This design comes from an exercise in tuning for small area, a short achievable clock period and few clock cycles on the open sky130 flow, not from production work.
Only simulation tests tie the RTL to the original design; equivalence was not proved.
Power figures rest on the tool's default switching activity, not on a simulated workload.

## apx_readout
module apx_readout (
    input  wire        clk,
    input  wire        rst,             
    input  wire        cfg_has_start,
    input  wire [7:0]  cfg_start,
    input  wire        cfg_has_end,
    input  wire [7:0]  cfg_end,
    input  wire [3:0]  cfg_payload_len,  
    input  wire        cfg_lsb,          
    input  wire [5:0]  cfg_col_off,
    input  wire [5:0]  cfg_col_w,
    input  wire [5:0]  cfg_row_off,
    input  wire [5:0]  cfg_row_w,
    input  wire [5:0]  cfg_toa_off,
    input  wire [5:0]  cfg_toa_w,
    input  wire [5:0]  cfg_tot_off,
    input  wire [5:0]  cfg_tot_w,
    input  wire        in_valid,
    input  wire [7:0]  in_data,
    output wire        in_ready,
    output wire        hit_valid,
    input  wire        hit_ready,
    output wire [5:0]  hit_col,
    output wire [5:0]  hit_row,
    output wire [31:0] hit_toa,
    output wire [31:0] hit_tot,
    output reg  [15:0] sync_loss_count,
    output reg  [15:0] err_count,
    output reg  [2:0]  last_cause
);
Size: about 1,800 cells after synthesis, about 180 flip-flops, ~200 I/O pins.
clock: 10.0 ns
lec_check: 0
abc_area: 1
cap_margin: 20
core_margin: 2
core_utilization: 50
cts_buf_list: sky130_fd_sc_hd__clkbuf_4 sky130_fd_sc_hd__clkbuf_8
slew_margin: 20
standard.sh (not shown) runs the stock make flow with config.mk's settings and CLKGATE_MAP_FILE= SYNTH_SCRIPT=/design/flow/synth_recipe.tcl, a recipe that flattens the netlist after the stock synthesis.
==> flow/flow/run.sh <==
#!/bin/bash
# The standard layout, with plain buf_1 cells as the port buffers in
# place of the delay buffers buffer_ports picks by default, and timing
# repair aimed at a setup slack of 5.4 ns at the 10 ns clock.
set -euo pipefail
export BUFFER_PORTS_ARGS="-buffer_cell sky130_fd_sc_hd__buf_1"
export SETUP_SLACK_MARGIN=5.4
bash standard.sh > standard.log 2>&1
The baseline completed with no timing, DRC or antenna violations.
Testbench counts at the start, summed over its fixed seeds: cycles 41,264.
Then changed:
==> flow/flow/run.sh (replaced) <==
#!/bin/bash
# The standard layout, with plain buf_1 cells as the port buffers in
# place of the delay buffers buffer_ports picks by default, and timing
# repair aimed at a setup slack of 5.8 ns at the 10 ns clock.
set -euo pipefail
export BUFFER_PORTS_ARGS="-buffer_cell sky130_fd_sc_hd__buf_1"
export SETUP_SLACK_MARGIN=5.8
bash standard.sh > standard.log 2>&1
=> Utilization grows by 0.49 points; via count is lower by 0.30%; worst setup slack gets better by 0.013 ns; die area is unchanged; area after synthesis is unchanged; sequential share of layout area falls by 0.25 points; wire length stays flat.

* * *

Another version of the RTL of apx_readout (not shown whole).
Size in the first run: about 1900 cells after synthesis, roughly 180 flip-flops, about 200 I/O pins, about 0.013 mm2 of cells after synthesis.
Settings: LEC_CHECK=0, ABC_AREA=1, CAP_MARGIN=20, CORE_MARGIN=2, CORE_UTILIZATION=50, CTS_BUF_LIST=sky130_fd_sc_hd__clkbuf_4 sky130_fd_sc_hd__clkbuf_8, SLEW_MARGIN=20; clock period 10.0 ns.
==> flow/flow/run.sh <==
#!/bin/bash
# The standard layout, with plain buf_1 cells as the port buffers in
# place of the delay buffers buffer_ports picks by default, and timing
# repair aimed at a setup slack of 6.6 ns at the 10 ns clock.
set -euo pipefail
export BUFFER_PORTS_ARGS="-buffer_cell sky130_fd_sc_hd__buf_1"
export SETUP_SLACK_MARGIN=6.6
bash standard.sh > standard.log 2>&1
Testbench counts at the start, summed over its fixed seeds: cycles 43,825.
Then changed:
--- a/flow/flow/run.sh
+++ b/flow/flow/run.sh
@@ -4 +4 @@
-# repair aimed at a setup slack of 6.6 ns at the 10 ns clock.
+# repair aimed at a setup slack of 7.0 ns at the 10 ns clock.
@@ -7 +7 @@
-export SETUP_SLACK_MARGIN=6.6
+export SETUP_SLACK_MARGIN=7.0
Effect:
- sequential share of layout area went down by 2.8 points
- design area went up by 13%
- utilization went up by 8.6 points
- routed wire length went up by 9.7%
- synthesized cell count does not change
- combinational power went up by about 20%
- global-route usage went up by 1.5 points
- clock power went down by about 2%
Then changed:
--- a/flow/flow/run.sh
+++ b/flow/flow/run.sh
@@ -4 +4 @@
-# repair aimed at a setup slack of 7.0 ns at the 10 ns clock.
+# repair aimed at a setup slack of 6.3 ns at the 10 ns clock.
@@ -7 +7 @@
-export SETUP_SLACK_MARGIN=7.0
+export SETUP_SLACK_MARGIN=6.3
--- a/flow/config.mk
+++ b/flow/config.mk
@@ -11 +11 @@
-export CORE_UTILIZATION = 50
+export CORE_UTILIZATION = 65
What happened: The new run finished with timing, DRC and antenna clean; clock skew went down by 0.0091 ns; sequential share of layout area went up by 5.5 points; fmax went down by about 3.4%; final area went down by 20%; non-clock buffer count went down by 165; count of clock-buffer cells in the layout does not change; die area went down by about 23%.
Then changed:
--- a/flow/flow/run.sh
+++ b/flow/flow/run.sh
@@ -4 +4 @@
-# repair aimed at a setup slack of 6.3 ns at the 10 ns clock.
+# repair aimed at a setup slack of 6.2 ns at the 10 ns clock.
@@ -7 +7 @@
-export SETUP_SLACK_MARGIN=6.3
+export SETUP_SLACK_MARGIN=6.2
--- a/flow/config.mk
+++ b/flow/config.mk
@@ -11 +11 @@
-export CORE_UTILIZATION = 65
+export CORE_UTILIZATION = 50
The changed run completed with no timing, DRC or antenna violations. Design area drops by 0.46%. Synthesized area is unchanged. Power hardly moves. Worst setup slack is better by 0.033 ns. Sequential cell count stays the same. Non-clock buffer count climbs by 6.
Then changed:
--- a/flow/config.mk
+++ b/flow/config.mk
@@ -12,0 +13 @@
+export PLACE_DENSITY = 0.75
Result: Power went down slightly; combinational power grows slightly; routed wire length goes down slightly; synthesized cell count is unchanged; fmax stays flat; worst setup slack loses 0.010 ns; via count hardly moves.

* * *

run A:
Another version of the RTL of apx_readout (not shown whole).
Size: ~1800 cells after synthesis, roughly 180 flip-flops, about 200 I/O pins, roughly 13000 sq um of cells after synthesis.
export LEC_CHECK = 0
export ABC_AREA = 1
export CAP_MARGIN = 20
export CORE_MARGIN = 2
export CORE_UTILIZATION = 50
export CTS_BUF_LIST = sky130_fd_sc_hd__clkbuf_4 sky130_fd_sc_hd__clkbuf_8
export SLEW_MARGIN = 20
create_clock -name core_clock -period 10.0 [get_ports {clk}]
==> flow/flow/run.sh <==
#!/bin/bash
# The standard layout, with plain buf_1 cells as the port buffers in
# place of the delay buffers buffer_ports picks by default, and timing
# repair aimed at a setup slack of 6.35 ns at the 10 ns clock.
set -euo pipefail
export BUFFER_PORTS_ARGS="-buffer_cell sky130_fd_sc_hd__buf_1"
export SETUP_SLACK_MARGIN=6.35
bash standard.sh > standard.log 2>&1
Run A finished every step from synthesis to the final layout, and the layout passed the timing, design-rule and antenna checks.
Testbench counts of run A, summed over its fixed seeds: cycles 43,825.
What run B does differently from run A at the input level:
==> flow/flow/run.sh <==
#!/bin/bash
# The standard layout, with plain buf_1 cells as the port buffers in
# place of the delay buffers buffer_ports picks by default, and timing
# repair aimed at a setup slack of 6.2 ns at the 10 ns clock.
set -euo pipefail
export BUFFER_PORTS_ARGS="-buffer_cell sky130_fd_sc_hd__buf_1"
export SETUP_SLACK_MARGIN=6.2
bash standard.sh > standard.log 2>&1
Results
- Final clock period utilization by the worst path on run B is up relative to run A.
- [compare] base=run A new=run B: power density over the cells lost about 0.7%, leakage power summed over all cells dropped about 2.5%.
- Combined area of the multi-input logic cells, run B and run A: lower on run B
- Timing endpoint of the critical path = err_count[6]: run B; timing endpoint of the critical path = err_count[1]: run A
#### Input delta (run C over run B)
==> flow/flow/run.sh <==
#!/bin/bash
# The standard layout, with plain buf_1 cells as the port buffers in
# place of the delay buffers buffer_ports picks by default, and timing
# repair aimed at a setup slack of 6.45 ns at the 10 ns clock.
set -euo pipefail
export BUFFER_PORTS_ARGS="-buffer_cell sky130_fd_sc_hd__buf_1"
export SETUP_SLACK_MARGIN=6.45
bash standard.sh > standard.log 2>&1
Results
When run C is set beside run B, its multi-input combinational area share turns out to be 1.7 points smaller.
Diff run C..run B | clock transition at the registers of the reported paths | negligible
Comparing run C and run B, the higher leakage dissipation is on run C.
Sort run C and run B by internal power of the cells asc -> top: run B
Summary — largest net degree at the start of global routing, run C relative to run B: higher, by 2.
Compared with run B, in run C sequential share of cell area dropped 2.7 points, first-pass GRT wire length grew by about 3%.
Compared to run B, the routing of run C uses more wire.
Taking run B as 1.0, run C lands at 1.06 on area of the multi-input gates.
Modified inputs, run D compared to run C
==> flow/flow/run.sh <==
#!/bin/bash
# The standard layout, with plain buf_1 cells as the port buffers in
# place of the delay buffers buffer_ports picks by default, and timing
# repair aimed at a setup slack of 6.30 ns at the 10 ns clock.
set -euo pipefail
export BUFFER_PORTS_ARGS="-buffer_cell sky130_fd_sc_hd__buf_1"
export SETUP_SLACK_MARGIN=6.30
bash standard.sh > standard.log 2>&1
==> comparison <==
Between run D and run C, the clock share of power is lower for run D.
The final reports for run D and run C show met2 usage in global routing lower in the former.
Compared with run C, run D shows a final critical delay including setup and external delays that is 0.011 ns lower.
A launching element of the worst setup path of in_data[7] is what run C shows, while cfg_col_off[1] belongs to run D.
Looking only at register-to-register slack, and setting everything else aside, the higher value of run D and run C goes to run D.
Diff run D..run C | worst-case clock buffer depth | unchanged
Slowest library cell on the worst path = sky130_fd_sc_hd__fa_1: run D; slowest library cell on the worst path = sky130_fd_sc_hd__o21ai_4: run C
In run D, the fraction of power consumed by combinational cells came out 1.8 points below the value in run C.
[compare] base=run C new=run D: overall routed net length shrank by 2600 um, worst-case setup margin in the final layout grew by 0.011 ns, final core utilization shrank by 5.4 points.
For run E, these inputs were changed with respect to run D:
Settings: ABC_AREA: 1 -> 0.
==> flow/flow/run.sh <==
#!/bin/bash
# The standard layout, with plain buf_1 cells as the port buffers in
# place of the delay buffers buffer_ports picks by default, and timing
# repair aimed at a setup slack of 6.35 ns at the 10 ns clock.
set -euo pipefail
export BUFFER_PORTS_ARGS="-buffer_cell sky130_fd_sc_hd__buf_1"
export SETUP_SLACK_MARGIN=6.35
bash standard.sh > standard.log 2>&1
==> comparison <==
Run E: post-synthesis mux area share higher than run D
Sum of routed wire segments on met1 ended up 1400 um higher on run E than on run D.
From run D to run E the numbers moved as follows: global-route usage higher; power consumption rose by about 6%.
Run E gives more area growth from synthesis to layout than run D did.
For peak clock frequency supported by timing, dividing the value from run D by the value from run E gives 1.13.

re-timing with driven ports:
The flow's constraints put no driver on any port. The routed layouts listed below were extracted and timed again, unchanged, in two steps.
Step 1: set_driving_cell puts a clkbuf_16 on clk and a buf_2 on each other input, an assumption about the parent block.
Step 2 times the ports against the registers' clock, not the clock port: input delays grow and output delays shrink by t, the midpoint of the rising clock arrivals with the driver on.
Three values: no drivers, after step 1, after step 2; two values: the first two.
run	shift t [ns]	slack for setup (ns)	worst hold slack (ns)	latest minus earliest clock arrival (ns)	cell pins on the clock port's net
the first run of note 1	0.516	5.642 / 5.622 / 5.281	0.473 / 0.473 / 0.473	0.023 / 0.023	1
the second run of note 1	0.518	5.655 / 5.619 / 5.432	0.474 / 0.474 / 0.474	0.021 / 0.020	1
the first run of note 2	0.522	6.406 / 6.374 / 5.852	0.485 / 0.485 / 0.485	0.027 / 0.027	1
the second run of note 2	0.534	6.430 / 6.432 / 5.898	0.490 / 0.490 / 0.490	0.026 / 0.026	1
the third run of note 2	0.533	6.307 / 6.324 / 5.791	0.474 / 0.474 / 0.474	0.017 / 0.016	1
the fourth run of note 2	0.520	6.339 / 6.352 / 5.832	0.473 / 0.473 / 0.473	0.023 / 0.023	1
the fifth run of note 2	0.527	6.329 / 6.341 / 5.814	0.478 / 0.478 / 0.478	0.028 / 0.028	1
run A	0.524	6.438 / 6.428 / 5.904	0.477 / 0.477 / 0.477	0.025 / 0.026	1
run B	0.503	6.270 / 6.293 / 5.790	0.479 / 0.479 / 0.479	0.020 / 0.020	1
run C	0.516	6.367 / 6.369 / 5.853	0.470 / 0.470 / 0.470	0.019 / 0.019	1
run D	0.516	6.377 / 6.398 / 5.881	0.480 / 0.480 / 0.480	0.022 / 0.023	1
run E	0.506	5.908 / 5.856 / 5.351	0.491 / 0.491 / 0.491	0.023 / 0.023	1
After both steps setup and hold are still met in every run listed. For run E, which loses most, drivers alone change the setup slack by -0.052 ns; drivers and shift together by -0.557 ns.
